This design comes from an exercise in tuning for small area and a short achievable clock period on the open sky130 flow, not from production work.
Where RTL was checked, it was by simulation tests only, not by an equivalence proof against the original.
The RTL of run 1 was laid out without a check of its function.
No activity file was given, so power comes from the tool's default toggle rates.

`run.sh`:
```
#!/bin/bash
# synth_recipe.tcl (not shown) runs the flow's synth.tcl, then flattens the netlist and writes it again
# the make line also repeats each setting of config.mk as NAME=value (left out here)
make -C /OpenROAD-flow-scripts/flow DESIGN_CONFIG=/design/flow/config.mk WORK_HOME=/design/flow/orfs CLKGATE_MAP_FILE= SYNTH_SCRIPT=/design/flow/synth_recipe.tcl finish
```
`config.mk`:
```
export PLATFORM = sky130hd
export DESIGN_NAME = ca_core
export DESIGN_NICKNAME = ca_core
export VERILOG_FILES = /design/flow/design.v
export SDC_FILE = /design/flow/constraint.sdc
export NUM_CORES = 4
export LEC_CHECK = 0
export CAP_MARGIN = 20
export CORE_MARGIN = 2
export CORE_UTILIZATION = 50
export CTS_CLUSTER_DIAMETER = 100
export CTS_CLUSTER_SIZE = 30
export MIN_ROUTING_LAYER = met2
export SETUP_SLACK_MARGIN = 4.3
export SLEW_MARGIN = 20
export SYNTH_HIERARCHICAL = 1
```
`constraint.sdc`:
```
create_clock -name core_clock -period 10.0 [get_ports {clk}]
set_input_delay 2.0000 -clock core_clock [delete_from_list [all_inputs] [get_ports {clk}]]
set_output_delay 2.0000 -clock core_clock [all_outputs]
set_load 0.01 [all_outputs]
```
`design.v`:
```
module ca_core (
    input  wire        clk,
    input  wire        rst,          
    input  wire        run,          
    input  wire        host_we,
    input  wire [6:0]  host_addr,    
    input  wire [7:0]  host_wdata,
    input  wire [6:0]  dbg_addr,     
    output wire [7:0]  dbg_rdata,
    output wire [9:0]  imem_addr,
    input  wire [15:0] imem_data,
    output wire [15:0] pc,
    output wire [7:0]  sreg,
    output wire        halted,
    output wire        diag_valid,
    output wire [9:0]  diag_pc,
    output wire [15:0] diag_word
);
    localparam OP_ADD  = 4'd0,  OP_SUB  = 4'd1,  OP_MUL = 4'd2,  OP_MOVI = 4'd3,
               OP_BEQZ = 4'd4,  OP_ANDI = 4'd5,  OP_EOR = 4'd6,  OP_BR   = 4'd7,
               OP_SAL  = 4'd8,  OP_SAR  = 4'd9,  OP_LDR = 4'd10, OP_STR  = 4'd11;
    reg [511:0] rf;              
    reg [511:0] dm;              
    reg [10:0] pc_q;             
    reg [4:0]  flags_q;          
    reg        eop_q;            
    reg        flush_q;          
    reg [10:0] flush_tgt_q;
    reg        d_active_q;
    reg [15:0] d_word_q;
    reg        e_active_q;
    reg [15:0] e_word_q;
    reg [7:0]  a_q;              
    reg [7:0]  b_q;
    assign halted = eop_q & ~d_active_q & ~e_active_q;
    wire step = run & ~halted;
    wire        e_valid   = e_active_q & ~flush_q;
    wire        d_valid   = d_active_q & ~flush_q;
    wire [10:0] fetch_pc  = flush_q ? flush_tgt_q : pc_q;
    wire fetch_end = fetch_pc[10] || (imem_data == 16'h0000);
    wire fetch_ok  = ~eop_q & ~fetch_end;
    assign imem_addr = fetch_pc[9:0];
    wire [5:0] d_r1  = d_word_q[11:6];
    wire [5:0] d_r2  = d_word_q[5:0];
    wire       d_ldr = (d_word_q[15:12] == OP_LDR);
    wire [7:0]  a_lo, a_hi, b_lo, d_lo;
    wire [15:0] b_hi, d_hi;
    ca_predec3n u_pa0 (.a(d_r1[2:0]),          .n(a_lo));
    ca_predec3n u_pa1 (.a(d_r1[5:3]),          .n(a_hi));
    ca_predec3n u_pb0 (.a(d_r2[2:0]),          .n(b_lo));
    ca_predec4n u_pb1 (.a({d_ldr, d_r2[5:3]}), .n(b_hi));
    ca_predec3n u_pd0 (.a(dbg_addr[2:0]),      .n(d_lo));
    ca_predec4n u_pd1 (.a(dbg_addr[6:3]),      .n(d_hi));
    wire [63:0]  a_hot;
    wire [127:0] b_hot, d_hot;
    genvar ge, gb;
    generate
        for (ge = 0; ge < 128; ge = ge + 1) begin : g_hot
            ca_nor2 u_b (.a(b_lo[ge % 8]), .b(b_hi[ge / 8]), .y(b_hot[ge]));
            ca_nor2 u_d (.a(d_lo[ge % 8]), .b(d_hi[ge / 8]), .y(d_hot[ge]));
            if (ge < 64) begin : g_a
                ca_nor2 u_a (.a(a_lo[ge % 8]), .b(a_hi[ge / 8]), .y(a_hot[ge]));
            end
        end
    endgenerate
    wire [7:0] rd_a, rd_b, rd_dbg;
    generate
        for (gb = 0; gb < 8; gb = gb + 1) begin : g_bit
            wire [127:0] col;
            for (ge = 0; ge < 64; ge = ge + 1) begin : g_col
                assign col[ge]      = rf[8*ge + gb];
                assign col[64 + ge] = dm[8*ge + gb];
            end
            ca_selbit #(.N(64))  u_a (.d(col[63:0]), .h(a_hot), .y(rd_a[gb]));
            ca_selbit #(.N(128)) u_b (.d(col),       .h(b_hot), .y(rd_b[gb]));
            ca_selbit_fast u_d (.d(col), .h(d_hot), .y(rd_dbg[gb]));
        end
    endgenerate
    wire [3:0]  op  = e_word_q[15:12];
    wire [5:0]  r1  = e_word_q[11:6];
    wire [5:0]  r2  = e_word_q[5:0];
    wire [7:0]  a   = a_q;
    wire [7:0]  b   = b_q;                       
    wire [7:0]  imm = {{2{r2[5]}}, r2};
    wire        is_sub = (op == OP_SUB);
    wire [7:0]  b_as   = b ^ {8{is_sub}};
    wire [8:0]  sum    = {1'b0, a} + {1'b0, b_as} + {8'd0, is_sub};
    wire        as_v   = (a[7] == b_as[7]) && (sum[7] != a[7]);
    wire [7:0]  prod;
    ca_mul8 u_mul (.a(a), .b(b), .p(prod));
    wire [7:0]  shl  = (r2[5:3] != 3'd0) ? 8'h00 : (a << r2[2:0]);
    wire signed [7:0] a_s   = a;
    wire signed [7:0] sar_s = a_s >>> r2[2:0];
    wire [7:0]  shr  = (r2[5:3] != 3'd0) ? {8{a[7]}} : sar_s;
    reg  [7:0] result;
    reg        wr_reg;
    reg        wr_flags;
    reg        c_flag;
    reg        v_flag;
    always @(*) begin
        result   = 8'h00;
        wr_reg   = 1'b0;
        wr_flags = 1'b0;
        c_flag   = 1'b0;
        v_flag   = 1'b0;
        case (op)
            OP_ADD: begin
                result = sum[7:0]; wr_reg = 1'b1; wr_flags = 1'b1;
                c_flag = sum[8];
                v_flag = as_v;
            end
            OP_SUB: begin
                result = sum[7:0]; wr_reg = 1'b1; wr_flags = 1'b1;
                c_flag = ~sum[8];            
                v_flag = as_v;
            end
            OP_MUL:  begin result = prod;      wr_reg = 1'b1; wr_flags = 1'b1; end
            OP_MOVI: begin result = imm;       wr_reg = 1'b1; end
            OP_ANDI: begin result = a & imm;   wr_reg = 1'b1; wr_flags = 1'b1; end
            OP_EOR:  begin result = a ^ b;     wr_reg = 1'b1; wr_flags = 1'b1; end
            OP_SAL:  begin result = shl;       wr_reg = 1'b1; wr_flags = 1'b1; end
            OP_SAR:  begin result = shr;       wr_reg = 1'b1; wr_flags = 1'b1; end
            OP_LDR:  begin result = b;         wr_reg = 1'b1; end
            default: ;
        endcase
    end
    wire z_flag = (result == 8'h00);
    wire n_flag = result[7];
    wire s_flag = n_flag ^ v_flag;
    wire [4:0] new_flags = {c_flag, v_flag, n_flag, s_flag, z_flag};
    wire [10:0] e_next     = pc_q - {10'd0, d_active_q};
    wire        beqz_taken = (op == OP_BEQZ) && (a == 8'h00);
    wire        br_taken   = (op == OP_BR);
    wire [10:0] beqz_tgt   = e_next + {5'b0, r2};
    wire [10:0] br_tgt     = {1'b0, a[3:2], a[1:0] | b[7:6], b[5:0]};
    wire        do_store   = (op == OP_STR);
    wire ex_fire = step & e_valid;
    wire fwd_a = e_valid & wr_reg & (r1 == d_r1);
    wire fwd_b = e_valid & (d_ldr ? (do_store & (r2 == d_r2))
                                  : (wr_reg & (r1 == d_r2)));
    assign diag_valid = ex_fire & (op[3:2] == 2'b11);
    assign diag_pc    = e_next[9:0] - 10'd1;
    assign diag_word  = e_word_q;
    assign dbg_rdata = rd_dbg;
    assign pc        = {5'b0, pc_q};
    assign sreg      = {3'b000, flags_q};
    wire       rf_we  = step ? (e_valid & wr_reg)   : (host_we & ~host_addr[6]);
    wire [5:0] rf_wa  = step ? r1 : host_addr[5:0];
    wire [7:0] rf_wd  = rst ? 8'h00 : (step ? result : host_wdata);
    wire       dm_we  = step ? (e_valid & do_store) : (host_we & host_addr[6]);
    wire [5:0] dm_wa  = step ? r2 : host_addr[5:0];
    wire [7:0] dm_wd  = rst ? 8'h00 : (step ? a : host_wdata);
    wire [63:0]  rf_en, rf_en_n, dm_en, dm_en_n;
    wire [511:0] rf_nx, dm_nx;
    ca_wdec u_rfw (.rst(rst), .we(rf_we), .wa(rf_wa), .en(rf_en), .en_n(rf_en_n));
    ca_wdec u_dmw (.rst(rst), .we(dm_we), .wa(dm_wa), .en(dm_en), .en_n(dm_en_n));
    generate
        for (ge = 0; ge < 64; ge = ge + 1) begin : g_wr
            ca_wcell8 u_rf (.en(rf_en[ge]), .en_n(rf_en_n[ge]), .d(rf_wd),
                            .q(rf[8*ge +: 8]), .y(rf_nx[8*ge +: 8]));
            ca_wcell8 u_dm (.en(dm_en[ge]), .en_n(dm_en_n[ge]), .d(dm_wd),
                            .q(dm[8*ge +: 8]), .y(dm_nx[8*ge +: 8]));
        end
    endgenerate
    always @(posedge clk) begin
        rf <= rf_nx;
        dm <= dm_nx;
    end
    wire       ld_a  = step & ~fwd_a;
    wire       fw_a  = step & fwd_a;
    wire       ld_b  = step & ~fwd_b;
    wire       fw_b  = step & fwd_b;
    wire [7:0] fwv_b = d_ldr ? a : result;
    wire [7:0] a_nx, b_nx;
    ca_opcell8 u_opa (.fw(fw_a), .ld(ld_a), .f(result), .r(rd_a), .q(a_q), .y(a_nx));
    ca_opcell8 u_opb (.fw(fw_b), .ld(ld_b), .f(fwv_b),  .r(rd_b), .q(b_q), .y(b_nx));
    always @(posedge clk) begin
        a_q <= a_nx;
        b_q <= b_nx;
    end
    always @(posedge clk) begin
        if (rst) begin
            pc_q       <= 11'd0;
            flags_q    <= 5'd0;
            eop_q      <= 1'b0;
            flush_q    <= 1'b0;
            d_active_q <= 1'b0;
            e_active_q <= 1'b0;
        end else if (step) begin
            if (e_valid & wr_flags) flags_q <= new_flags;
            flush_q     <= e_valid & (beqz_taken | br_taken);
            flush_tgt_q <= br_taken ? br_tgt : beqz_tgt;
            e_active_q  <= d_valid;
            e_word_q    <= d_word_q;
            d_active_q  <= fetch_ok;
            d_word_q    <= imem_data;
            pc_q        <= fetch_pc + {10'd0, fetch_ok};
            if (fetch_end) eop_q <= 1'b1;
        end
    end
endmodule
module ca_wcell8 (input wire en, input wire en_n, input wire [7:0] d,
                  input wire [7:0] q, output wire [7:0] y);
    genvar k;
    generate
        for (k = 0; k < 8; k = k + 1) begin : g_b
            ca_wcell u (.en(en), .en_n(en_n), .d(d[k]), .q(q[k]), .y(y[k]));
        end
    endgenerate
endmodule
module ca_opcell8 (input wire fw, input wire ld, input wire [7:0] f,
                   input wire [7:0] r, input wire [7:0] q, output wire [7:0] y);
    assign y = fw ? f : (ld ? r : q);
endmodule
module ca_wcell (input wire en, input wire en_n, input wire d, input wire q,
                 output wire y);
    assign y = (en & d) | (en_n & q);
endmodule
module ca_wdec (input wire rst, input wire we, input wire [5:0] wa,
                output wire [63:0] en, output wire [63:0] en_n);
    wire [7:0] lo, hi, lo_n, hi_n;
    ca_wpre u_pre (.rst(rst), .we(we), .wa(wa), .lo(lo), .hi(hi));
    ca_inv8 u_ilo (.a(lo), .y(lo_n));
    ca_inv8 u_ihi (.a(hi), .y(hi_n));
    genvar k;
    generate
        for (k = 0; k < 64; k = k + 1) begin : g_en
            ca_nor2  u_p (.a(lo_n[k % 8]), .b(hi_n[k / 8]), .y(en[k]));
            ca_nand2 u_n (.a(lo[k % 8]),   .b(hi[k / 8]),   .y(en_n[k]));
        end
    endgenerate
endmodule
module ca_wpre (input wire rst, input wire we, input wire [5:0] wa,
                output wire [7:0] lo, output wire [7:0] hi);
    assign lo = {8{rst}} | ({8{we}} & (8'd1 << wa[2:0]));
    assign hi = {8{rst}} | (8'd1 << wa[5:3]);
endmodule
module ca_inv8 (input wire [7:0] a, output wire [7:0] y);
    assign y = ~a;
endmodule
module ca_predec3n (input wire [2:0] a, output wire [7:0] n);
    assign n = ~(8'd1 << a);
endmodule
module ca_predec4n (input wire [3:0] a, output wire [15:0] n);
    assign n = ~(16'd1 << a);
endmodule
module ca_nor2 (input wire a, input wire b, output wire y);
    assign y = ~(a | b);
endmodule
module ca_nand2 (input wire a, input wire b, output wire y);
    assign y = ~(a & b);
endmodule
module ca_aoi222 (input wire a1, input wire b1, input wire a2, input wire b2,
                  input wire a3, input wire b3, output wire y);
    assign y = ~((a1 & b1) | (a2 & b2) | (a3 & b3));
endmodule
module ca_aoi22 (input wire a1, input wire b1, input wire a2, input wire b2,
                 output wire y);
    assign y = ~((a1 & b1) | (a2 & b2));
endmodule
module ca_selbit_fast (input wire [127:0] d, input wire [127:0] h, output wire y);
    wire [15:0] t2;
    genvar g;
    generate
        for (g = 0; g < 16; g = g + 1) begin : g_l2
            ca_sel8 u (.d(d[8*g +: 8]), .h(h[8*g +: 8]), .y(t2[g]));
        end
    endgenerate
    ca_or16 u_or (.a(t2), .y(y));
endmodule
module ca_sel8 (input wire [7:0] d, input wire [7:0] h, output wire y);
    assign y = |(d & h);
endmodule
module ca_or16 (input wire [15:0] a, output wire y);
    assign y = |a;
endmodule
module ca_nand_tree #(parameter N = 22) (input wire [N-1:0] a, output wire y);
    assign y = ~&a;
endmodule
module ca_selbit #(parameter N = 64) (input wire [N-1:0] d, input wire [N-1:0] h,
                                      output wire y);
    localparam G3 = N / 3;               
    localparam R  = N - 3 * G3;          
    localparam G  = G3 + (R != 0);
    wire [G-1:0] t;
    genvar g;
    generate
        for (g = 0; g < G3; g = g + 1) begin : g_aoi
            ca_aoi222 u (.a1(d[3*g]),   .b1(h[3*g]),
                         .a2(d[3*g+1]), .b2(h[3*g+1]),
                         .a3(d[3*g+2]), .b3(h[3*g+2]), .y(t[g]));
        end
        if (R == 1) begin : g_r1
            ca_nand2 u (.a(d[N-1]), .b(h[N-1]), .y(t[G-1]));
        end
        if (R == 2) begin : g_r2
            ca_aoi22 u (.a1(d[N-2]), .b1(h[N-2]), .a2(d[N-1]), .b2(h[N-1]), .y(t[G-1]));
        end
    endgenerate
    ca_nand_tree #(.N(G)) u_or (.a(t), .y(y));
endmodule
module ca_mul8 (input wire [7:0] a, input wire [7:0] b, output wire [7:0] p);
    wire pp0_0 = a[0] & b[0];
    wire pp0_1 = a[1] & b[0];
    wire pp0_2 = a[2] & b[0];
    wire pp0_3 = a[3] & b[0];
    wire pp0_4 = a[4] & b[0];
    wire pp0_5 = a[5] & b[0];
    wire pp0_6 = a[6] & b[0];
    wire pp0_7 = a[7] & b[0];
    wire pp1_0 = a[0] & b[1];
    wire pp1_1 = a[1] & b[1];
    wire pp1_2 = a[2] & b[1];
    wire pp1_3 = a[3] & b[1];
    wire pp1_4 = a[4] & b[1];
    wire pp1_5 = a[5] & b[1];
    wire pp1_6 = a[6] & b[1];
    wire pp2_0 = a[0] & b[2];
    wire pp2_1 = a[1] & b[2];
    wire pp2_2 = a[2] & b[2];
    wire pp2_3 = a[3] & b[2];
    wire pp2_4 = a[4] & b[2];
    wire pp2_5 = a[5] & b[2];
    wire pp3_0 = a[0] & b[3];
    wire pp3_1 = a[1] & b[3];
    wire pp3_2 = a[2] & b[3];
    wire pp3_3 = a[3] & b[3];
    wire pp3_4 = a[4] & b[3];
    wire pp4_0 = a[0] & b[4];
    wire pp4_1 = a[1] & b[4];
    wire pp4_2 = a[2] & b[4];
    wire pp4_3 = a[3] & b[4];
    wire pp5_0 = a[0] & b[5];
    wire pp5_1 = a[1] & b[5];
    wire pp5_2 = a[2] & b[5];
    wire pp6_0 = a[0] & b[6];
    wire pp6_1 = a[1] & b[6];
    wire pp7_0 = a[0] & b[7];
    wire s0, c0;
    assign s0 = pp0_6 ^ pp1_5;
    assign c0 = pp0_6 & pp1_5;
    wire s1, c1;
    assign s1 = pp0_7 ^ pp1_6 ^ pp2_5;
    assign c1 = (pp0_7 & pp1_6) | (pp0_7 & pp2_5) | (pp1_6 & pp2_5);
    wire s2, c2;
    assign s2 = pp3_4 ^ pp4_3;
    assign c2 = pp3_4 & pp4_3;
    wire s3, c3;
    assign s3 = pp0_4 ^ pp1_3;
    assign c3 = pp0_4 & pp1_3;
    wire s4, c4;
    assign s4 = pp0_5 ^ pp1_4 ^ pp2_3;
    assign c4 = (pp0_5 & pp1_4) | (pp0_5 & pp2_3) | (pp1_4 & pp2_3);
    wire s5, c5;
    assign s5 = pp3_2 ^ pp4_1;
    assign c5 = pp3_2 & pp4_1;
    wire s6, c6;
    assign s6 = pp2_4 ^ pp3_3 ^ pp4_2;
    assign c6 = (pp2_4 & pp3_3) | (pp2_4 & pp4_2) | (pp3_3 & pp4_2);
    wire s7, c7;
    assign s7 = pp5_1 ^ pp6_0 ^ s0;
    assign c7 = (pp5_1 & pp6_0) | (pp5_1 & s0) | (pp6_0 & s0);
    wire s8, c8;
    assign s8 = pp5_2 ^ pp6_1 ^ pp7_0;
    assign c8 = (pp5_2 & pp6_1) | (pp5_2 & pp7_0) | (pp6_1 & pp7_0);
    wire s9, c9;
    assign s9 = s1 ^ s2 ^ c0;
    assign c9 = (s1 & s2) | (s1 & c0) | (s2 & c0);
    wire s10, c10;
    assign s10 = pp0_3 ^ pp1_2;
    assign c10 = pp0_3 & pp1_2;
    wire s11, c11;
    assign s11 = pp2_2 ^ pp3_1 ^ pp4_0;
    assign c11 = (pp2_2 & pp3_1) | (pp2_2 & pp4_0) | (pp3_1 & pp4_0);
    wire s12, c12;
    assign s12 = pp5_0 ^ s4 ^ s5;
    assign c12 = (pp5_0 & s4) | (pp5_0 & s5) | (s4 & s5);
    wire s13, c13;
    assign s13 = s6 ^ s7 ^ c4;
    assign c13 = (s6 & s7) | (s6 & c4) | (s7 & c4);
    wire s14, c14;
    assign s14 = s8 ^ s9 ^ c6;
    assign c14 = (s8 & s9) | (s8 & c6) | (s9 & c6);
    wire s15, c15;
    assign s15 = pp0_2 ^ pp1_1;
    assign c15 = pp0_2 & pp1_1;
    wire s16, c16;
    assign s16 = pp2_1 ^ pp3_0 ^ s10;
    assign c16 = (pp2_1 & pp3_0) | (pp2_1 & s10) | (pp3_0 & s10);
    wire s17, c17;
    assign s17 = s3 ^ s11 ^ c10;
    assign c17 = (s3 & s11) | (s3 & c10) | (s11 & c10);
    wire s18, c18;
    assign s18 = c3 ^ s12 ^ c11;
    assign c18 = (c3 & s12) | (c3 & c11) | (s12 & c11);
    wire s19, c19;
    assign s19 = c5 ^ s13 ^ c12;
    assign c19 = (c5 & s13) | (c5 & c12) | (s13 & c12);
    wire s20, c20;
    assign s20 = c7 ^ s14 ^ c13;
    assign c20 = (c7 & s14) | (c7 & c13) | (s14 & c13);
    wire [7:0] r0 = {s20, s19, s18, s17, s16, pp2_0, pp0_1, pp0_0};
    wire [7:0] r1 = {c19, c18, c17, c16, c15, s15, pp1_0, 1'b0};
    assign p = r0 + r1;
endmodule
```
==> reports/qor.yml, run 1 <==
outcome:
  status: "stopped before the end"
  stop_stage: "global routing"
  error_line: "[ERROR GRT-0116] Global routing finished with congestion. Check the congestion regions in the DRC Viewer."
yosys:
  synth.most_common_cell: "dfxtp_1"
  synth_edf_count: 43
  ys_warn_count: 7
  synth_largest_area_cell: "dfxtp_1"
  synth-seq-cells: 1103
  yosysTopAreaCellShare: 0.416
  synthesis.instances: 5012
  synth_top_flop_cell: "dfxtp_1"
  ys_async_sr_fraction: 0
  ys_seq_area_frac: 0.441
  mappedNetlistArea_mm2: 0.0510
  synth_common_cells: "dfxtp_1, a22o_1, a22oi_1"
  avgSynthCellArea_um2: 10.2
  synth_cell_types: 82
  synthTopCellsByArea: "dfxtp_1, a22o_1, a222oi_1, a22oi_1, nor2_1"
placed_design:
  place_hpwl_um: 197000
  gp_congestion: 1.78
  port_buffers: 103
global_routing:
  grt_usage: 0.894
  grt_pass1_vias: 83466
  grt_pass1_wl_um: 462000
  grt_overflow_total: 1112
  grt_max_degree: 61
clock_network:
  cts_made_buffers: 46
  numClockSinks: 1103
  cts_buffer_depth: 3
  ctsRootBufferMaster: "clkbuf_16"
  htreeDepth: 2
floorplanning:
  die_w_um: 324
  num_io_pins: 112
  start_util: 0.503
  row_count: 117
  die_y_um: 324
routing by layer:
layer | overflow | GRT usage
met5 | 142 | 0.856
met3 | 680 | 0.971
met4 | 109 | 0.762
met2 | 181 | 0.900
met1 | - | -
Yosys stat by module, one instance, submodules excluded, excerpt:
module       area, um^2  cells inside  flops+latches  copies in the design
ca_aoi22           12.5             1              0                     8
ca_aoi222          10.0             1              0                   504
ca_nand2           3.75             1              0                   136
ca_opcell8          173            26              0                     2
ca_or16            31.3             5              0                     8
ca_predec4n         186            20              0                     2
logic make-up after synthesis:
family / after synthesis / synth area share
adder cells (fa/ha/maj): 42 / 0.0122
XOR/XNOR: 81 / 0.0142
AO/OA/AOI/OAI: 2253 / 0.378
other: 1 / 0.0000735
AND/OR/NAND/NOR: 1327 / 0.128
flip-flops: 1103 / 0.441
buffers and inverters: 147 / 0.0129
multiplexers: 58 / 0.0132
power groups by stage:
stage                     logic, mW  clock network (mW)  registers (mW)
after global placement         1.46                   0            5.88
after floorplan               0.974                   0            5.43
after detailed placement       1.51                   0            5.86
after CTS                      1.55                2.45            5.77
worst max-delay path by stage:
| stage | cells after the start | slack, ns | start | endpoint |
|---|---|---|---|---|
| floorplan | 6 | 3.29 | run | rf[0] |
| global placement | 9 | 1.66 | dbg_addr[1] | dbg_rdata[5] |
| detailed placement | 9 | 1.71 | dbg_addr[1] | dbg_rdata[5] |
| CTS | 9 | 3.58 | dbg_addr[4] | dbg_rdata[5] |
metrics by stage:
step                      setup WS (ns)   util  cells  instance area [um^2]
after CTS                          3.58  0.562   6608                 57000
after detailed placement           1.71  0.535   6510                 54300
after global placement             1.66  0.535   6509                 54300
after floorplan                    3.29      -   5019                 51100
what timing repair did:
action,CTS
endpoints found under the setup margin,191
setup buffers,33
pin swaps,60
hold buffers,0
gates resized for setup,292
==> run 2: changes to the inputs <==
--- a/design.v
+++ b/design.v
@@ -46,3 +46,5 @@
     wire [7:0]  a_lo, a_hi, b_lo, d_lo;
-    wire [15:0] b_hi, d_hi;
+    wire [15:0] b_hi;
+    wire [15:0] d_hi;
+    wire [3:0]  d_mid, d_top;
     ca_predec3n u_pa0 (.a(d_r1[2:0]),          .n(a_lo));
@@ -52,3 +54,4 @@
     ca_predec3n u_pd0 (.a(dbg_addr[2:0]),      .n(d_lo));
-    ca_predec4n u_pd1 (.a(dbg_addr[6:3]),      .n(d_hi));
+    ca_predec2 u_pd1 (.a(dbg_addr[4:3]), .h(d_mid));
+    ca_predec2 u_pd2 (.a(dbg_addr[6:5]), .h(d_top));
     wire [63:0]  a_hot;
@@ -60,2 +63,5 @@
             ca_nor2 u_d (.a(d_lo[ge % 8]), .b(d_hi[ge / 8]), .y(d_hot[ge]));
+            if (ge < 16) begin : g_dhi
+                ca_nand2 u_h (.a(d_mid[ge % 4]), .b(d_top[ge / 4]), .y(d_hi[ge]));
+            end
             if (ge < 64) begin : g_a
@@ -73,4 +79,4 @@
             end
-            ca_selbit #(.N(64))  u_a (.d(col[63:0]), .h(a_hot), .y(rd_a[gb]));
-            ca_selbit #(.N(128)) u_b (.d(col),       .h(b_hot), .y(rd_b[gb]));
+            ca_selbit64 u_a (.d(col[63:0]), .h(a_hot), .y(rd_a[gb]));
+            ca_selbit_fast u_b (.d(col), .h(b_hot), .y(rd_b[gb]));
             ca_selbit_fast u_d (.d(col), .h(d_hot), .y(rd_dbg[gb]));
@@ -94,3 +100,4 @@
     wire [7:0]  shr  = (r2[5:3] != 3'd0) ? {8{a[7]}} : sar_s;
-    reg  [7:0] result;
+    reg  [7:0] res_other;        
+    wire [7:0] result;
     reg        wr_reg;
@@ -100,10 +107,10 @@
     always @(*) begin
-        result   = 8'h00;
-        wr_reg   = 1'b0;
-        wr_flags = 1'b0;
-        c_flag   = 1'b0;
-        v_flag   = 1'b0;
+        res_other = 8'h00;
+        wr_reg    = 1'b0;
+        wr_flags  = 1'b0;
+        c_flag    = 1'b0;
+        v_flag    = 1'b0;
         case (op)
             OP_ADD: begin
-                result = sum[7:0]; wr_reg = 1'b1; wr_flags = 1'b1;
+                res_other = sum[7:0]; wr_reg = 1'b1; wr_flags = 1'b1;
                 c_flag = sum[8];
@@ -112,3 +119,3 @@
             OP_SUB: begin
-                result = sum[7:0]; wr_reg = 1'b1; wr_flags = 1'b1;
+                res_other = sum[7:0]; wr_reg = 1'b1; wr_flags = 1'b1;
                 c_flag = ~sum[8];            
@@ -116,9 +123,9 @@
             end
-            OP_MUL:  begin result = prod;      wr_reg = 1'b1; wr_flags = 1'b1; end
-            OP_MOVI: begin result = imm;       wr_reg = 1'b1; end
-            OP_ANDI: begin result = a & imm;   wr_reg = 1'b1; wr_flags = 1'b1; end
-            OP_EOR:  begin result = a ^ b;     wr_reg = 1'b1; wr_flags = 1'b1; end
-            OP_SAL:  begin result = shl;       wr_reg = 1'b1; wr_flags = 1'b1; end
-            OP_SAR:  begin result = shr;       wr_reg = 1'b1; wr_flags = 1'b1; end
-            OP_LDR:  begin result = b;         wr_reg = 1'b1; end
+            OP_MUL:  begin                        wr_reg = 1'b1; wr_flags = 1'b1; end
+            OP_MOVI: begin res_other = imm;     wr_reg = 1'b1; end
+            OP_ANDI: begin res_other = a & imm; wr_reg = 1'b1; wr_flags = 1'b1; end
+            OP_EOR:  begin res_other = a ^ b;   wr_reg = 1'b1; wr_flags = 1'b1; end
+            OP_SAL:  begin res_other = shl;     wr_reg = 1'b1; wr_flags = 1'b1; end
+            OP_SAR:  begin res_other = shr;     wr_reg = 1'b1; wr_flags = 1'b1; end
+            OP_LDR:  begin res_other = b;       wr_reg = 1'b1; end
             default: ;
@@ -126,2 +133,3 @@
     end
+    ca_mux8 u_res (.s(op == OP_MUL), .a1(prod), .a0(res_other), .y(result));
     wire z_flag = (result == 8'h00);
@@ -148,6 +156,6 @@
     wire [5:0] rf_wa  = step ? r1 : host_addr[5:0];
-    wire [7:0] rf_wd  = rst ? 8'h00 : (step ? result : host_wdata);
+    wire [7:0] rf_wd  = step ? result : host_wdata;
     wire       dm_we  = step ? (e_valid & do_store) : (host_we & host_addr[6]);
     wire [5:0] dm_wa  = step ? r2 : host_addr[5:0];
-    wire [7:0] dm_wd  = rst ? 8'h00 : (step ? a : host_wdata);
+    wire [7:0] dm_wd  = step ? a : host_wdata;
     wire [63:0]  rf_en, rf_en_n, dm_en, dm_en_n;
@@ -220,6 +228,5 @@
                 output wire [63:0] en, output wire [63:0] en_n);
-    wire [7:0] lo, hi, lo_n, hi_n;
-    ca_wpre u_pre (.rst(rst), .we(we), .wa(wa), .lo(lo), .hi(hi));
-    ca_inv8 u_ilo (.a(lo), .y(lo_n));
-    ca_inv8 u_ihi (.a(hi), .y(hi_n));
+    wire [7:0] lo_p, hi_p, lo_rn, hi_n;
+    ca_wpre u_pre (.rst(rst), .we(we), .wa(wa), .lo_p(lo_p), .hi_p(hi_p),
+                   .lo_rn(lo_rn), .hi_n(hi_n));
     genvar k;
@@ -227,4 +234,4 @@
         for (k = 0; k < 64; k = k + 1) begin : g_en
-            ca_nor2  u_p (.a(lo_n[k % 8]), .b(hi_n[k / 8]), .y(en[k]));
-            ca_nand2 u_n (.a(lo[k % 8]),   .b(hi[k / 8]),   .y(en_n[k]));
+            ca_nor2  u_p (.a(lo_rn[k % 8]), .b(hi_n[k / 8]), .y(en[k]));
+            ca_nand2 u_n (.a(lo_p[k % 8]),  .b(hi_p[k / 8]), .y(en_n[k]));
         end
@@ -233,5 +240,10 @@
 module ca_wpre (input wire rst, input wire we, input wire [5:0] wa,
-                output wire [7:0] lo, output wire [7:0] hi);
-    assign lo = {8{rst}} | ({8{we}} & (8'd1 << wa[2:0]));
-    assign hi = {8{rst}} | (8'd1 << wa[5:3]);
+                output wire [7:0] lo_p, output wire [7:0] hi_p,
+                output wire [7:0] lo_rn, output wire [7:0] hi_n);
+    wire [7:0] lo = {8{we}} & (8'd1 << wa[2:0]);
+    wire [7:0] hi = 8'd1 << wa[5:3];
+    assign lo_p  = lo | {8{rst}};
+    assign hi_p  = hi | {8{rst}};
+    assign lo_rn = ~(lo & {8{~rst}});
+    assign hi_n  = ~hi;
 endmodule
@@ -243,2 +255,9 @@
 endmodule
+module ca_mux8 (input wire s, input wire [7:0] a1, input wire [7:0] a0,
+                output wire [7:0] y);
+    assign y = s ? a1 : a0;
+endmodule
+module ca_predec2 (input wire [1:0] a, output wire [3:0] h);
+    assign h = 4'd1 << a;
+endmodule
 module ca_predec4n (input wire [3:0] a, output wire [15:0] n);
@@ -252,10 +271,2 @@
 endmodule
-module ca_aoi222 (input wire a1, input wire b1, input wire a2, input wire b2,
-                  input wire a3, input wire b3, output wire y);
-    assign y = ~((a1 & b1) | (a2 & b2) | (a3 & b3));
-endmodule
-module ca_aoi22 (input wire a1, input wire b1, input wire a2, input wire b2,
-                 output wire y);
-    assign y = ~((a1 & b1) | (a2 & b2));
-endmodule
 module ca_selbit_fast (input wire [127:0] d, input wire [127:0] h, output wire y);
@@ -270,32 +281,35 @@
 endmodule
-module ca_sel8 (input wire [7:0] d, input wire [7:0] h, output wire y);
-    assign y = |(d & h);
+module ca_selbit64 (input wire [63:0] d, input wire [63:0] h, output wire y);
+    wire [7:0] t2;
+    genvar g;
+    generate
+        for (g = 0; g < 8; g = g + 1) begin : g_l2
+            ca_sel8 u (.d(d[8*g +: 8]), .h(h[8*g +: 8]), .y(t2[g]));
+        end
+    endgenerate
+    ca_or8 u_or (.a(t2), .y(y));
 endmodule
-module ca_or16 (input wire [15:0] a, output wire y);
+module ca_or8 (input wire [7:0] a, output wire y);
     assign y = |a;
 endmodule
-module ca_nand_tree #(parameter N = 22) (input wire [N-1:0] a, output wire y);
-    assign y = ~&a;
+module ca_sel8 (input wire [7:0] d, input wire [7:0] h, output wire y);
+    assign y = |(d & h);
 endmodule
-module ca_selbit #(parameter N = 64) (input wire [N-1:0] d, input wire [N-1:0] h,
-                                      output wire y);
-    localparam G3 = N / 3;               
-    localparam R  = N - 3 * G3;          
-    localparam G  = G3 + (R != 0);
-    wire [G-1:0] t;
-    genvar g;
+module ca_or16 (input wire [15:0] a, output wire y);
+    wire [7:0] l1;
+    wire [3:0] l2;
+    wire [1:0] l3;
+    genvar k;
     generate
-        for (g = 0; g < G3; g = g + 1) begin : g_aoi
-            ca_aoi222 u (.a1(d[3*g]),   .b1(h[3*g]),
-                         .a2(d[3*g+1]), .b2(h[3*g+1]),
-                         .a3(d[3*g+2]), .b3(h[3*g+2]), .y(t[g]));
+        for (k = 0; k < 8; k = k + 1) begin : g_l1
+            ca_nor2 u (.a(a[2*k]), .b(a[2*k+1]), .y(l1[k]));
         end
-        if (R == 1) begin : g_r1
-            ca_nand2 u (.a(d[N-1]), .b(h[N-1]), .y(t[G-1]));
+        for (k = 0; k < 4; k = k + 1) begin : g_l2
+            ca_nand2 u (.a(l1[2*k]), .b(l1[2*k+1]), .y(l2[k]));
         end
-        if (R == 2) begin : g_r2
-            ca_aoi22 u (.a1(d[N-2]), .b1(h[N-2]), .a2(d[N-1]), .b2(h[N-1]), .y(t[G-1]));
+        for (k = 0; k < 2; k = k + 1) begin : g_l3
+            ca_nor2 u (.a(l2[2*k]), .b(l2[2*k+1]), .y(l3[k]));
         end
     endgenerate
-    ca_nand_tree #(.N(G)) u_or (.a(t), .y(y));
+    ca_nand2 u_l4 (.a(l3[0]), .b(l3[1]), .y(y));
 endmodule
--- a/config.mk
+++ b/config.mk
@@ -9,7 +9,7 @@
 export CORE_MARGIN = 2
-export CORE_UTILIZATION = 50
+export CORE_UTILIZATION = 45
 export CTS_CLUSTER_DIAMETER = 100
 export CTS_CLUSTER_SIZE = 30
-export MIN_ROUTING_LAYER = met2
-export SETUP_SLACK_MARGIN = 4.3
+export GPL_ROUTABILITY_DRIVEN = 1
+export SETUP_SLACK_MARGIN = 4.6
 export SLEW_MARGIN = 20
==> reports/qor.yml, run 2 <==
outcome:
  status: "no timing/DRC/antenna violations"  # was stopped before the end
yosys:
  yosysTopAreaCellShare: 0.404  # was 0.416
  synth_top_flop_cell: "dfxtp_1"  # unchanged
  synth_largest_area_cell: "dfxtp_1"  # unchanged
  ys_warn_count: 7  # unchanged
  synth_common_cells: "a22oi_1, dfxtp_1, a22o_1"  # was dfxtp_1, a22o_1, a22oi_1
  synthesis.instances: 5499  # was 5012
  mappedNetlistArea_mm2: 0.0525  # was 0.0510 mm^2
  synth_cell_types: 76  # was 82
  avgSynthCellArea_um2: 9.54  # was 10.2 um^2
  synth-seq-cells: 1103  # unchanged
  synth_edf_count: 43  # unchanged
  ys_seq_area_frac: 0.429  # was 0.441
  synthTopCellsByArea: "dfxtp_1, a22oi_1, a22o_1, nor2_1, nand4_1"  # was dfxtp_1, a22o_1, a222oi_1, a22oi_1, nor2_1
  synth.most_common_cell: "a22oi_1"  # was dfxtp_1
  ys_async_sr_fraction: 0  # unchanged
drt:
  drt-initial-drc-count: 9221
  finalWirelength_um: 270000
  ant_nets: 0
  drt_pass1_iterations: 10
  vias: 54619
  wl_per_cell_um: 37.0
  drc: 0
  vias_per_cell: 7.50
finish:
  final_area_mm2: 0.0600
  layout_commonest_cell: "a22oi_1"
  num-nets-final: 5815
  flow.area_growth_from_synthesis_pct: 14.3
  drive_above_1_share: 0.104
  largestRegisters: "dm: 512 flops, rf: 512 flops"
  fill_cells: 10743
  mostFrequentLayoutCells: "a22oi_1, dfxtp_1, a22o_1"
timing:
  worst-slew-pin-transition_ns: 1.31
  max_freq_ghz: 0.164
  fin_worst_skew_ns: 0.0453
  hold_viol_final: 0
  slew_violations: 0
  rsz0062_at_grt: "yes"
  finalSetupViolCount: 0
  fin_tns_setup_ns: 0
  fin_crit_ns: 6.10
  fin_crit_sh: 0.610
  maxSlewHeadroom: 0.123
clock_network:
  htreeDepth: 2  # unchanged
  worstSkewPairLatency_ns: 0.72
  cts_made_buffers: 50  # was 46
  numClockSinks: 1103  # unchanged
  tritoncts: "built"
  cts_buffer_depth: 3  # unchanged
  path_clk_slew_ns: 0.10
  ctsRootBufferMaster: "clkbuf_16"  # unchanged
  ctsHoldBuffers: 0  # unchanged
min_path:
  hold_class: "flip-flop to flip-flop"
critical_path:
  cp_data_arrival_time_ns: 4.10
  crit_fanout: 8
  slowest_stage: "nor2_4"
  critical-path-top-delay-family: "simple AND/OR/NAND/NOR gates"
  worstPathCellList: "buf_2 -> nor2_1 -> buf_6 -> nand2_8 -> nor2_4 -> a22oi_1 -> nand4_1 -> nor2_2 -> nand2_1 -> nor2_4 -> nand2_2 -> buf_6"
  start_kind: "input port"
  required_ns: 8.00
  cp-end-kind: "output pin"
  slowest_delay_ns: 0.27
  cp_num_buf_inv: 3
  reg2reg_slack_ns: 4.81
  worst-setup-path-type: "input port to output pin"
global_routing:
  grt_pass1_wl_um: 376000
  grt_pass1_vias: 49899
  grt_usage: 0.430
  grt_overflow_total: 0
  antenna_found_initial: 13
  grt_max_degree: 65
pwr:
  leakagePower_nw: 20.7
  fin_total_pwr_mw: 7.87
  clkPwrFrac: 0.339
  power_frac_comb: 0.093
  peakVddDrop_mv: 0.134
  intPower_mw: 5.65
  powerDensity_mw_per_mm2: 131
  p_sw_mw: 2.22
  seqPwrFrac: 0.568
  swShare: 0.282
floorplanning:
  die_area_mm2: 0.119
  num_io_pins: 112  # unchanged
  row_count: 125  # was 117
  die_y_um: 346  # was 324 um
  start_util: 0.453  # was 0.503
  coreArea_mm2: 0.116
  die_w_um: 346  # was 324 um
placed_design:
  place_hpwl_um: 189000  # was 197000 um
  place_area_mm2: 0.0558  # was 0.0543 mm^2
  gp_congestion: 1.05  # was 1.78
  port_buffers: 103  # unchanged
run:
  cap_violations: 0
==> run 2: changes by cell type after synthesis, moves of 11 or more <==
cell / change
nand2_1: +132
nor4_1: -39
nand4_1: +61
nand2b_1: +11
a21oi_1: -18
nand3b_1: +11
o21ai_0: +11
nor2_1: +152
a222oi_1: -505
inv_1: -45
a22oi_1: +768
==> run 2: area by class of cell <==
type                       instances  area [um^2]  share of cell area
timing repair buffer             238         2540              0.0424
tap                             1524         1910              0.0318
clock inverter                    20          348             0.00580
multi-input combinational       4305        31200               0.521
sequential                      1103        22500               0.375
antenna                            8         20.0            0.000334
clock buffer                      55         1290              0.0215
inverter                          31          116             0.00194
==> run 2: stage by stage <==
step | util | hold slack (ns) | setup WS, ns | cells
5_1_grt | 0.517 | 0.492 | 3.88 | 7276
3_3_place_gp | 0.481 | 0.441 | 2.04 | 7136
3_5_place_dp | 0.482 | 0.445 | 2.11 | 7138
6_report | 0.517 | 0.467 | 3.90 | 7284
4_1_cts | 0.514 | 0.470 | 3.92 | 7261
2_1_floorplan | - | 0.417 | 3.54 | 5506
==> run 2: path summary, 6_finish.rpt <==
| path | startpoint | to | cells past startpoint |
|---|---|---|---|
| setup / recovery | dbg_addr[3] | dbg_rdata[6] | 12 |
| hold / removal | flags_q[3] | flags_q[3] | 2 |
| setup reg to reg | a_q[5] | rf[511] | 17 |
| hold reg to reg | flags_q[3] | flags_q[3] | 2 |
==> run 2: what timing repair did <==
item                                    CTS  global route
resized for setup                       474            54
gates cloned                              1             0
pin swaps                                88            69
buffers inserted                         47            15
endpoints found under the setup margin   79           165
==> run 2: cell families (layout without fill, tap and decap cells) <==
family          Yosys count  after routing  share of synthesized area
buf+inv                  98            344                    0.00887
flops                  1103           1103                      0.429
xor+xnor                 82             82                     0.0139
compound gates         2474           2474                      0.374
fa+ha+maj                44             44                     0.0123
mux                      60             60                     0.0139
simple gates           1637           1637                      0.147
other cells               1             16                  0.0000715
==> run 2: Yosys stat by module (local to each module, per instance), excerpt <==
| module | times used | flip-flops and latches |
|---|---|---|
| ca_or8 | 8 | 0 |
| ca_nor2 | 608 | 0 |
| ca_wcell | 1024 | 0 |
| ca_core | 1 | 1103 |
| ca_mul8 | 1 | 0 |
| ca_opcell8 | 2 | 0 |
==> run 2: metal layers <==
layer  up-vias  global-route usage  part of all wire
li1      22990                   -                 -
met1     26643               0.553              0.38
met4         8               0.298             0.086
met3      1033              0.0949              0.11
met2      3945               0.642              0.42
met5         -                   0           0.00016
==> run 2: tightest hold or removal path, stage by stage (launching register included) <==
cell,delay (ns)
dfxtp_1,0.32
nand2_1,0.05
a21oi_1,0.06
==> run 2: power groups by stage <==
stage | Sequential (mW) | Combinational [mW] | Clock [mW]
2_1_floorplan | 4.56 | 0.297 | 0
3_3_place_gp | 4.57 | 0.628 | 0
3_5_place_dp | 4.57 | 0.630 | 0
4_1_cts | 4.47 | 0.683 | 2.68
5_1_grt | 4.47 | 0.734 | 2.82
6_report | 4.47 | 0.731 | 2.67
==> run 3: changes to the inputs <==
--- a/design.v
+++ b/design.v
@@ -53,3 +53,3 @@
     ca_predec4n u_pb1 (.a({d_ldr, d_r2[5:3]}), .n(b_hi));
-    ca_predec3n u_pd0 (.a(dbg_addr[2:0]),      .n(d_lo));
+    ca_predec3n_fast u_pd0 (.a(dbg_addr[2:0]), .n(d_lo));
     ca_predec2 u_pd1 (.a(dbg_addr[4:3]), .h(d_mid));
@@ -255,2 +255,21 @@
 endmodule
+module ca_predec3n_fast (input wire [2:0] a, output wire [7:0] n);
+    wire [2:0] a_n;
+    genvar k;
+    generate
+        for (k = 0; k < 3; k = k + 1) begin : g_inv
+            ca_inv u (.a(a[k]), .y(a_n[k]));
+        end
+        for (k = 0; k < 8; k = k + 1) begin : g_line
+            ca_nand3 u (.a(k[0] ? a[0] : a_n[0]), .b(k[1] ? a[1] : a_n[1]),
+                        .c(k[2] ? a[2] : a_n[2]), .y(n[k]));
+        end
+    endgenerate
+endmodule
+module ca_inv (input wire a, output wire y);
+    assign y = ~a;
+endmodule
+module ca_nand3 (input wire a, input wire b, input wire c, output wire y);
+    assign y = ~(a & b & c);
+endmodule
 module ca_mux8 (input wire s, input wire [7:0] a1, input wire [7:0] a0,
--- a/config.mk
+++ b/config.mk
@@ -13,3 +13,3 @@
 export GPL_ROUTABILITY_DRIVEN = 1
-export SETUP_SLACK_MARGIN = 4.6
+export SETUP_SLACK_MARGIN = 4.3
 export SLEW_MARGIN = 20
==> reports/qor.yml, run 3 <==
timing:
  fin_tns_setup_ns: 0  # unchanged
  slew_violations: 0  # unchanged
  maxSlewHeadroom: 0.0302  # was 0.123
  fin_worst_skew_ns: 0.0624  # was 0.0453 ns
  hold_viol_final: 0  # unchanged
  fin_crit_sh: 0.620  # was 0.610
  fin_crit_ns: 6.20  # was 6.10 ns
  worst-slew-pin-transition_ns: 1.45  # was 1.31 ns
  max_freq_ghz: 0.161  # was 0.164 GHz
  rsz0062_at_grt: "yes"  # unchanged
  finalSetupViolCount: 0  # unchanged
pwr:
  swShare: 0.279  # was 0.282
  powerDensity_mw_per_mm2: 129  # was 131 mW/mm^2
  power_frac_comb: 0.093  # about the same
  clkPwrFrac: 0.330  # was 0.339
  p_sw_mw: 2.16  # was 2.22 mW
  seqPwrFrac: 0.577  # was 0.568
  peakVddDrop_mv: 0.146  # was 0.134 mV
  intPower_mw: 5.58  # was 5.65 mW
  fin_total_pwr_mw: 7.75  # was 7.87 mW
  leakagePower_nw: 20.5  # was 20.7 nW
placed_design:
  gp_congestion: 1.05  # about the same
  port_buffers: 103  # unchanged
  place_hpwl_um: 184000  # was 189000 um
  place_area_mm2: 0.0557  # was 0.0558 mm^2
clock_network:
  cts_made_buffers: 49  # was 50
  worstSkewPairLatency_ns: 0.73  # was 0.72 ns
  htreeDepth: 2  # unchanged
  numClockSinks: 1103  # unchanged
  ctsRootBufferMaster: "clkbuf_16"  # unchanged
  ctsHoldBuffers: 0  # unchanged
  tritoncts: "built"  # unchanged
  cts_buffer_depth: 3  # unchanged
  path_clk_slew_ns: 0.11  # was 0.10 ns
yosys:
  yosysTopAreaCellShare: 0.405  # was 0.404
  synth_edf_count: 43  # unchanged
  synth_largest_area_cell: "dfxtp_1"  # unchanged
  synth_top_flop_cell: "dfxtp_1"  # unchanged
  ys_async_sr_fraction: 0  # unchanged
  synthTopCellsByArea: "dfxtp_1, a22oi_1, a22o_1, nor2_1, nand4_1"  # unchanged
  ys_seq_area_frac: 0.430  # was 0.429
  synth_common_cells: "a22oi_1, dfxtp_1, a22o_1"  # unchanged
  mappedNetlistArea_mm2: 0.0524  # was 0.0525 mm^2
  avgSynthCellArea_um2: 9.53  # was 9.54 um^2
  synth_cell_types: 84  # was 76
  synthesis.instances: 5493  # was 5499
  synth.most_common_cell: "a22oi_1"  # unchanged
  synth-seq-cells: 1103  # unchanged
  ys_warn_count: 7  # unchanged
floorplanning:
  start_util: 0.452  # was 0.453
  die_w_um: 345  # was 346 um
  coreArea_mm2: 0.116  # unchanged
  num_io_pins: 112  # unchanged
  die_area_mm2: 0.119  # about the same
  die_y_um: 345  # was 346 um
  row_count: 125  # unchanged
finish:
  final_area_mm2: 0.0598  # was 0.0600 mm^2
  layout_commonest_cell: "a22oi_1"  # unchanged
  utilization: 0.516  # was 0.517
  largestRegisters: "dm: 512 flops, rf: 512 flops"  # unchanged
  drive_above_1_share: 0.109  # was 0.104
  mostFrequentLayoutCells: "a22oi_1, dfxtp_1, a22o_1"  # unchanged
  num-nets-final: 5802  # was 5815
  fill_cells: 10801  # was 10743
  flow.area_growth_from_synthesis_pct: 14.3  # about the same
global_routing:
  grt_usage: 0.421  # was 0.430
  grt_pass1_vias: 49074  # was 49899
  grt_max_degree: 65  # unchanged
  grt_pass1_wl_um: 370000  # was 376000 um
  grt_overflow_total: 0  # unchanged
  antenna_found_initial: 4  # was 13
critical_path:
  worstPathCellList: "buf_2 -> and2b_4 -> nand2_8 -> nor2_4 -> a22oi_2 -> nand4_1 -> nor2_4 -> nand2_1 -> nor2_4 -> nand2_2 -> buf_6"  # was buf_2 -> nor2_1 -> buf_6 -> nand2_8 -> nor2_4 -> a22oi_1 -> nand4_1 -> nor2_2 -> nand2_1 -> nor2_4 -> nand2_2 -> buf_6
  cp_data_arrival_time_ns: 4.20  # was 4.10 ns
  worst-setup-path-type: "input port to output pin"  # unchanged
  cp-end-kind: "output pin"  # unchanged
  crit_fanout: 8  # unchanged
  required_ns: 8.00  # about the same
  start_kind: "input port"  # unchanged
  cp_common_cell: "nor2_4"
  slowest_stage: "nand4_1"  # was nor2_4
  slowest_delay_ns: 0.28  # was 0.27 ns
drt:
  drt_pass1_iterations: 7  # was 10
  vias: 54185  # was 54619
  vias_per_cell: 7.45  # was 7.50
  drt-initial-drc-count: 7360  # was 9221
  drc: 0  # unchanged
  finalWirelength_um: 266000  # was 270000 um
  ant_nets: 0  # unchanged
  wl_per_cell_um: 36.5  # was 37.0 um
run:
  cap_violations: 0  # unchanged
outcome:
  status: "no timing/DRC/antenna violations"  # unchanged
min_path:
  hold_class: "flip-flop to flip-flop"  # unchanged
run 3: metal layers:
metal  part of all wire  vias to the layer above  routed length, um  GRT usage
li1                   -                    22993                  -          -
met1               0.38                    26508             102000      0.535
met2               0.42                     3737             113000      0.629
met3               0.10                      943              27900     0.0956
met4              0.085                        4              22600      0.307
met5            0.00015                        -                 40    0.00640
run 3: per-stage QoR:
stage          hold WS (ns)  std cells  worst slack, ns
2_1_floorplan         0.417       5500             3.56
3_3_place_gp          0.437       7126             1.81
3_5_place_dp          0.450       7126             1.84
4_1_cts               0.475       7250             3.94
5_1_grt               0.491       7260             3.80
6_report              0.471       7272             3.80
run 3: logic make-up (layout without fill, tap and decap cells):
family | count (synthesis) | count (layout) | share of synthesized area
flip-flops | 1103 | 1103 | 0.430
AND/OR/NAND/NOR | 1615 | 1615 | 0.145
AO/OA/AOI/OAI | 2498 | 2498 | 0.378
multiplexers | 55 | 55 | 0.0124
adder cells (fa/ha/maj) | 44 | 44 | 0.0124
other | 1 | 20 | 0.0000716
XOR/XNOR | 73 | 73 | 0.0126
buffers and inverters | 104 | 340 | 0.00946
run 3: power groups by stage:
stage	clock (mW)	sequential, mW	combinational, mW
2_1_floorplan	0	4.56	0.299
3_3_place_gp	0	4.57	0.619
3_5_place_dp	0	4.57	0.622
4_1_cts	2.58	4.47	0.678
5_1_grt	2.71	4.47	0.725
6_report	2.56	4.47	0.721
run 3: final cells by class:
| type | count | area [um^2] | area share |
|---|---|---|---|
| multi-input cells | 4293 | 31400 | 0.524 |
| well taps | 1524 | 1910 | 0.0319 |
| clock inverters | 20 | 322 | 0.00537 |
| clock buffers | 51 | 1230 | 0.0206 |
| diodes | 12 | 30.0 | 0.000502 |
| flip-flops and latches | 1103 | 22500 | 0.376 |
| repair buffers | 226 | 2300 | 0.0384 |
| inverters | 43 | 173 | 0.00289 |
run 3: timing repair:
action / in CTS / in global routing
setup endpoints to repair: 41 / 222
pin swaps: 106 / 59
gates resized for setup: 486 / 76
cloned: 1 / 1
setup buffers: 52 / 9
run 3: Yosys stat by module, one instance, submodules excluded, a selection:
module	flops+latches	area, um^2
ca_mux8	0	131
ca_predec4n	0	186
ca_nand2	0	3.75
ca_wpre	0	263
ca_nand3	0	5.00
ca_opcell8	0	173
run 3: worst paths after layout:
kind / start / to / slack (ns) / depth (start not counted)
max: dbg_addr[5] / dbg_rdata[3] / 3.80 / 11
min: d_word_q[15] / e_word_q[15] / 0.47 / 0
max reg2reg: a_q[6] / rf[23] / 4.58 / 18
min reg2reg: d_word_q[15] / e_word_q[15] / 0.47 / 0
run 3: critical path: cells and delay by family:
family | cells | cell delay, ns
simple gates | 8 | 1.60
compound gates | 1 | 0.20
buf+inv | 2 | 0.34
==> run 4: changes to the inputs <==
--- a/config.mk
+++ b/config.mk
@@ -9,3 +9,3 @@
 export CORE_MARGIN = 2
-export CORE_UTILIZATION = 45
+export CORE_UTILIZATION = 55
 export CTS_CLUSTER_DIAMETER = 100
==> reports/qor.yml, run 4 <==
critical_path:
  slowest_delay_ns: 0.32  # was 0.28 ns
  crit_fanout: 8  # unchanged
  required_ns: 8.00  # about the same
  worstPathCellList: "buf_12 -> clkinvlp_4 -> nand3_4 -> buf_12 -> nor2_4 -> a22oi_2 -> nand4_1 -> nor2_4 -> nand2_2 -> nor2_4 -> nand2_2 -> buf_6"  # was buf_2 -> and2b_4 -> nand2_8 -> nor2_4 -> a22oi_2 -> nand4_1 -> nor2_4 -> nand2_1 -> nor2_4 -> nand2_2 -> buf_6
  r2r-start: "a_q[3]"  # was a_q[6]
  worst-setup-path-type: "input port to output pin"  # unchanged
  cp_data_arrival_time_ns: 4.27  # was 4.20 ns
  slowest_stage: "nor2_4"  # was nand4_1
  cp-end-kind: "output pin"  # unchanged
  start_kind: "input port"  # unchanged
  startpoint: "dbg_addr[2]"  # was dbg_addr[5]
  cp_common_cell: "nor2_4"  # unchanged
  critical-path-top-delay-family: "simple AND/OR/NAND/NOR gates"  # unchanged
  reg2reg_slack_ns: 4.43  # was 4.58 ns
  cp_num_buf_inv: 4  # was 2
yosys:
  synthesis.instances: 5493  # unchanged
  synthTopCellsByArea: "dfxtp_1, a22oi_1, a22o_1, nor2_1, nand4_1"  # unchanged
  yosysTopAreaCellShare: 0.405  # unchanged
  synth_largest_area_cell: "dfxtp_1"  # unchanged
  synth.most_common_cell: "a22oi_1"  # unchanged
  synth_top_flop_cell: "dfxtp_1"  # unchanged
  ys_async_sr_fraction: 0  # unchanged
  mappedNetlistArea_mm2: 0.0524  # unchanged
  synth_cell_types: 84  # unchanged
  ys_seq_area_frac: 0.430  # unchanged
  avgSynthCellArea_um2: 9.53  # unchanged
  synth-seq-cells: 1103  # unchanged
  ys_warn_count: 7  # unchanged
  synth_common_cells: "a22oi_1, dfxtp_1, a22o_1"  # unchanged
  synth_edf_count: 43  # unchanged
pwr:
  swShare: 0.275  # was 0.279
  leakagePower_nw: 20.5  # about the same
  powerDensity_mw_per_mm2: 128  # was 129 mW/mm^2
  p_sw_mw: 2.09  # was 2.16 mW
  peakVddDrop_mv: 0.146  # about the same
  seqPwrFrac: 0.588  # was 0.577
  clkPwrFrac: 0.318  # was 0.330
  power_frac_comb: 0.093  # about the same
  intPower_mw: 5.51  # was 5.58 mW
drt:
  drc: 0  # unchanged
  wl_met3_um: 35900  # was 27900 um
  vias_per_cell: 7.97  # was 7.45
  wl_met2_um: 99500  # was 113000 um
  wl_per_cell_um: 35.9  # was 36.5 um
  drt-initial-drc-count: 10964  # was 7360
  finalWirelength_um: 251000  # was 266000 um
  ant_nets: 0  # unchanged
  wl_met1_um: 91500  # was 102000 um
  drt_pass1_iterations: 11  # was 7
  top_layer: "met5"  # unchanged
  vias: 55812  # was 54185
clock_network:
  ctsRootBufferMaster: "clkbuf_16"  # unchanged
  path_clk_slew_ns: 0.10  # was 0.11 ns
  ctsHoldBuffers: 0  # unchanged
  cts_buffer_depth: 3  # unchanged
  htreeDepth: 2  # unchanged
  tritoncts: "built"  # unchanged
  worstSkewPairLatency_ns: 0.73  # about the same
  numClockSinks: 1103  # unchanged
  cts_made_buffers: 46  # was 49
placed_design:
  dp.cells: 6859  # was 7126
  place_hpwl_um: 168000  # was 184000 um
  port_buffers: 103  # unchanged
  place_area_mm2: 0.0553  # was 0.0557 mm^2
  gp_congestion: 1.11  # was 1.05
floorplanning:
  row_count: 113  # was 125
  num_io_pins: 112  # unchanged
  die_y_um: 313  # was 345 um
  start_util: 0.553  # was 0.452
  coreArea_mm2: 0.0947  # was 0.116 mm^2
  die_w_um: 313  # was 345 um
  die_area_mm2: 0.0977  # was 0.119 mm^2
min_path:
  min-delay-start: "d_word_q[15]"  # unchanged
  hold_class: "flip-flop to flip-flop"  # unchanged
timing:
  maxSlewHeadroom: 0.162  # was 0.0302
  worst-slew-pin-transition_ns: 1.26  # was 1.45 ns
  fin_tns_setup_ns: 0  # unchanged
  hold_viol_final: 0  # unchanged
  finalSetupViolCount: 0  # unchanged
  fin_worst_skew_ns: 0.0394  # was 0.0624 ns
  fin_crit_ns: 6.27  # was 6.20 ns
  max_freq_ghz: 0.160  # was 0.161 GHz
  slew_violations: 0  # unchanged
  holdWs_ns: 0.466  # was 0.471 ns
  fin_crit_sh: 0.627  # was 0.620
  rsz0062_at_grt: "yes"  # unchanged
finish:
  final_cells: 7006  # was 7272
  drive_above_1_share: 0.108  # was 0.109
  final_area_mm2: 0.0594  # was 0.0598 mm^2
  largestRegisters: "dm: 512 flops, rf: 512 flops"  # unchanged
  flow.area_growth_from_synthesis_pct: 13.4  # was 14.3%
  num-nets-final: 5798  # was 5802
  mostFrequentLayoutCells: "a22oi_1, dfxtp_1, a22o_1"  # unchanged
  utilization: 0.627  # was 0.516
  layout_commonest_cell: "a22oi_1"  # unchanged
global_routing:
  antenna_found_initial: 14  # was 4
  grt_overflow_total: 0  # unchanged
  grt_pass1_wl_um: 356000  # was 370000 um
  grt_usage: 0.491  # was 0.421
  grt_pass1_vias: 49795  # was 49074
  grt_max_degree: 65  # unchanged
run:
  cap_violations: 0  # unchanged
outcome:
  status: "no timing/DRC/antenna violations"  # unchanged
==> run 4: routing by layer <==
metal | up-vias | GRT usage
met4 | 12 | 0.366
met5 | - | 0
met1 | 26569 | 0.628
met3 | 1377 | 0.162
met2 | 4877 | 0.685
li1 | 22977 | -
==> run 4: stage by stage <==
| step | power (mW) | setup WS (ns) |
|---|---|---|
| after global routing | 7.74 | 3.83 |
| after detailed placement | 5.17 | 2.11 |
| after CTS | 7.53 | 4.02 |
| final | 7.60 | 3.73 |
| after floorplan | 4.86 | 3.56 |
| after global placement | 5.16 | 2.13 |
==> run 4: power by group through the flow <==
| stage | clock, mW | sequential [mW] | combinational (mW) |
|---|---|---|---|
| finish | 2.42 | 4.47 | 0.709 |
| global route | 2.56 | 4.47 | 0.706 |
| CTS | 2.41 | 4.47 | 0.655 |
| detailed placement | 0 | 4.57 | 0.602 |
| global placement | 0 | 4.57 | 0.594 |
| floorplan | 0 | 4.56 | 0.299 |
==> run 4: kinds of logic (layout without fill, tap and decap cells) <==
family,count (synthesis),count (layout),share of synthesized area
flops,1103,1103,0.430
mux,55,55,0.0124
buf+inv,104,332,0.00946
xor+xnor,73,73,0.0126
fa+ha+maj,44,44,0.0124
other cells,1,21,0.0000716
compound gates,2498,2498,0.378
simple gates,1615,1615,0.145
==> run 4: repair_timing <==
action / CTS / global route
pin swaps: 128 / 63
endpoints found under the hold margin: 0 / 0
cloned: 0 / 0
buffers inserted: 51 / 18
resized for setup: 531 / 62
setup endpoints to repair: 46 / 144
==> run 4: final timing paths <==
| kind | cells past startpoint | end |
|---|---|---|
| worst max-delay path | 12 | dbg_rdata[2] |
| worst min-delay path | 0 | e_word_q[15] |
| worst max register to register | 16 | rf[343] |
| worst min register to register | 0 | e_word_q[15] |
==> run 4: layout make-up <==
class,count,area (um^2)
fillers,8035,35300
multi-input cells,4293,31400
flip-flops and latches,1103,22500
repair buffers,225,2310
well taps,1265,1580
clock buffers,51,1190
clock inverters,13,200
inverters,43,173
diodes,13,32.5
==> run 4: modules after synthesis, one instance, submodules excluded, a selection <==
| module | flip-flops and latches | times used | area, um^2 | cells |
|---|---|---|---|---|
| ca_wpre | 0 | 2 | 263 | 41 |
| ca_nand2 | 0 | 224 | 3.75 | 1 |
| ca_or8 | 0 | 8 | 16.3 | 3 |
| ca_mul8 | 0 | 1 | 817 | 100 |
| ca_wcell | 0 | 1024 | 8.76 | 1 |
| ca_nand3 | 0 | 8 | 5.00 | 1 |
| ca_predec3n | 0 | 3 | 60.1 | 8 |
| ca_sel8 | 0 | 320 | 36.3 | 5 |
| ca_predec2 | 0 | 2 | 26.3 | 4 |
| ca_nor2 | 0 | 608 | 3.75 | 1 |
| ca_inv | 0 | 3 | 3.75 | 1 |
| ca_opcell8 | 0 | 2 | 173 | 26 |
| ca_mux8 | 0 | 1 | 131 | 9 |
==> run 5: changes to the inputs <==
--- a/config.mk
+++ b/config.mk
@@ -9,3 +9,3 @@
 export CORE_MARGIN = 2
-export CORE_UTILIZATION = 55
+export CORE_UTILIZATION = 50
 export CTS_CLUSTER_DIAMETER = 100
@@ -13,3 +13,3 @@
 export GPL_ROUTABILITY_DRIVEN = 1
-export SETUP_SLACK_MARGIN = 4.3
+export SETUP_SLACK_MARGIN = 5.0
 export SLEW_MARGIN = 20
==> reports/qor.yml, run 5 <==
global_routing:
  grt_usage: 0.456  # was 0.491
  grt_max_degree: 65  # unchanged
  grt_pass1_vias: 50492  # was 49795
  antenna_found_initial: 11  # was 14
  grt_overflow_total: 0  # unchanged
  grt_pass1_wl_um: 362000  # was 356000 um
finish:
  drive_above_1_share: 0.120  # was 0.108
  flow.area_growth_from_synthesis_pct: 14.9  # was 13.4%
  layout_commonest_cell: "a22oi_1"  # unchanged
  num-nets-final: 5814  # was 5798
  largestRegisters: "dm: 512 flops, rf: 512 flops"  # unchanged
  multiInputGateArea_mm2: 0.0317  # was 0.0314 mm^2
  regArea_mm2: 0.0225  # about the same
timing:
  rsz0062_at_grt: "yes"  # unchanged
  slew_violations: 0  # unchanged
  hold_viol_final: 0  # unchanged
  fin_crit_ns: 6.19  # was 6.27 ns
  worst-slew-pin-transition_ns: 1.39  # was 1.26 ns
  fin_worst_skew_ns: 0.0566  # was 0.0394 ns
critical_path:
  critical-path-top-delay-family: "simple AND/OR/NAND/NOR gates"  # unchanged
  rr_endpoint: "rf[415]"  # was rf[343]
  cp_num_buf_inv: 3  # was 4
  r2r_cells: 18  # was 16
  cp-end-kind: "output pin"  # unchanged
  r2r-start: "b_q[1]"  # was a_q[3]
  required_ns: 8.00  # about the same
  worstPathCellList: "buf_2 -> and2b_4 -> buf_12 -> nand2_8 -> nor2_2 -> a22oi_1 -> nand4_1 -> nor2_1 -> nand2_2 -> nor2_4 -> nand2_2 -> buf_6"  # was buf_12 -> clkinvlp_4 -> nand3_4 -> buf_12 -> nor2_4 -> a22oi_2 -> nand4_1 -> nor2_4 -> nand2_2 -> nor2_4 -> nand2_2 -> buf_6
  cp_data_arrival_time_ns: 4.19  # was 4.27 ns
  cp_common_cell: "nand2_2"  # was nor2_4
  slowest_stage: "a22oi_1"  # was nor2_4
  slowest_delay_ns: 0.31  # was 0.32 ns
drt:
  vias_per_cell: 7.80  # was 7.97
  drt_pass1_iterations: 8  # was 11
  finalWirelength_um: 257000  # was 251000 um
  wl_per_cell_um: 35.9  # about the same
  ant_nets: 0  # unchanged
  drt-initial-drc-count: 9365  # was 10964
  vias: 55801  # was 55812
  drc: 0  # unchanged
run:
  cap_violations: 0  # unchanged
yosys:
  mappedNetlistArea_mm2: 0.0524  # unchanged
  ys_seq_area_frac: 0.430  # unchanged
  synthesis.instances: 5493  # unchanged
  synth_edf_count: 43  # unchanged
  ys_warn_count: 7  # unchanged
  synth_top_flop_cell: "dfxtp_1"  # unchanged
  synth_common_cells: "a22oi_1, dfxtp_1, a22o_1"  # unchanged
  avgSynthCellArea_um2: 9.53  # unchanged
  synth-seq-cells: 1103  # unchanged
  synthTopCellsByArea: "dfxtp_1, a22oi_1, a22o_1, nor2_1, nand4_1"  # unchanged
  synth_cell_types: 84  # unchanged
placed_design:
  port_buffers: 103  # unchanged
  place_hpwl_um: 174000  # was 168000 um
floorplanning:
  num_io_pins: 112  # unchanged
  row_count: 118  # was 113
  die_w_um: 328  # was 313 um
  coreArea_mm2: 0.104  # was 0.0947 mm^2
  start_util: 0.505  # was 0.553
outcome:
  status: "no timing/DRC/antenna violations"  # unchanged
pwr:
  peakVddDrop_mv: 0.199  # was 0.146 mV
  powerDensity_mw_per_mm2: 129  # was 128 mW/mm^2
  leakagePower_nw: 20.6  # was 20.5 nW
clock_network:
  ctsRootBufferMaster: "clkbuf_16"  # unchanged
  worstSkewPairLatency_ns: 0.72  # was 0.73 ns
  numClockSinks: 1103  # unchanged
  cts_made_buffers: 47  # was 46
  htreeDepth: 2  # unchanged
  cts_buffer_depth: 3  # unchanged
min_path:
  hold_class: "flip-flop to flip-flop"  # unchanged
  min-delay-start: "d_word_q[13]"  # was d_word_q[15]
  worstHoldPathCells: 0  # unchanged
-- run 5: area by class of cell --
type	count	share of cell area
Inverter	43	0.00293
Timing Repair Buffer	240	0.0410
Multi-Input combinational cell	4293	0.526
Antenna cell	26	0.00108
Sequential cell	1103	0.375
Clock inverter	18	0.00464
Tap cell	1380	0.0287
Clock buffer	53	0.0206
-- run 5: what timing repair did --
action | 4_1_cts | 5_1_grt
gates resized for setup | 612 | 73
cloned | 0 | 1
setup buffers | 47 | 18
hold buffers | 0 | 0
pin swaps | 126 | 80
endpoints found under the setup margin | 935 | 187
-- run 5: per-layer routing --
metal  vias to the layer above  global-route usage  routed length [um]
li1                      23030                   -                   -
met3                      1231               0.125               32900
met5                         -             0.00399                 129
met4                         8               0.348               23000
met1                     26826               0.590               96400
met2                      4706               0.644              105000
-- run 5: modules after synthesis, one instance, submodules excluded, a selection --
module / cells inside / copies in the design
ca_mul8: 100 / 1
ca_nor2: 1 / 608
ca_wcell: 1 / 1024
ca_nand3: 1 / 8
ca_or8: 3 / 8
ca_predec2: 4 / 2
ca_opcell8: 26 / 2
ca_sel8: 5 / 320
ca_inv: 1 / 3
ca_predec3n: 8 / 3
ca_predec4n: 20 / 1
ca_core: 1707 / 1
ca_nand2: 1 / 224
ca_mux8: 9 / 1
-- run 5: worst max path at each step --
stage / from / endpoint / cells after the start
2_1_floorplan: dbg_addr[2] / dbg_rdata[0] / 9
4_1_cts: dbg_addr[2] / dbg_rdata[1] / 12
6_report: dbg_addr[6] / dbg_rdata[6] / 12
5_1_grt: dbg_addr[2] / dbg_rdata[3] / 13
3_5_place_dp: dbg_addr[0] / dbg_rdata[1] / 10
3_3_place_gp: dbg_addr[0] / dbg_rdata[1] / 10
-- run 5: kinds of logic after synthesis --
group,after synthesis,synth area share
compound gates,2498,0.378
simple gates,1615,0.145
flops,1103,0.430
buf+inv,104,0.00946
xor+xnor,73,0.0126
mux,55,0.0124
fa+ha+maj,44,0.0124
other cells,1,0.0000716
-- run 5: worst reg2reg max path: stages (launching register included) --
cell and delay (ns):
dfxtp_4 0.42, and2_1 0.17, ha_1 0.27, inv_1 0.05, fa_1 0.50, fa_1 0.52
inv_1 0.05, fa_1 0.41, xnor2_1 0.15, xnor2_1 0.21, xnor2_1 0.15, xnor3_1 0.42
xnor2_1 0.23, mux2_4 0.24, clkinvlp_4 0.16, o21ai_4 0.18, buf_12 0.18, clkbuf_16 0.28
a22o_1 0.21
-- run 5: power by group --
part,internal [mW],switching [mW]
Clock,1.01,1.55
Combinational,0.168,0.558
Sequential,4.44,0.0315
Total,5.62,2.13
-- run 5: stage by stage --
step | instances | cell area (um^2) | setup WS [ns] | total power, mW | hold slack, ns
floorplan | 5500 | 52400 | 4.73 | 4.86 | 0.417
global placement | 6993 | 55600 | 2.14 | 5.18 | 0.433
detailed placement | 6993 | 55600 | 2.11 | 5.18 | 0.444
CTS | 7111 | 59600 | 3.99 | 7.70 | 0.470
global route | 7131 | 60100 | 3.87 | 7.91 | 0.482
finish | 7156 | 60200 | 3.81 | 7.76 | 0.470

Re-timed with assumed drivers on the ports (clkbuf_16 on the clock, buf_2 on other inputs), run 5 has 3.768 ns of setup slack against 3.812 ns with ideal ports, and 3.768 ns once port delays also move by the mid clock arrival of 0.770 ns.
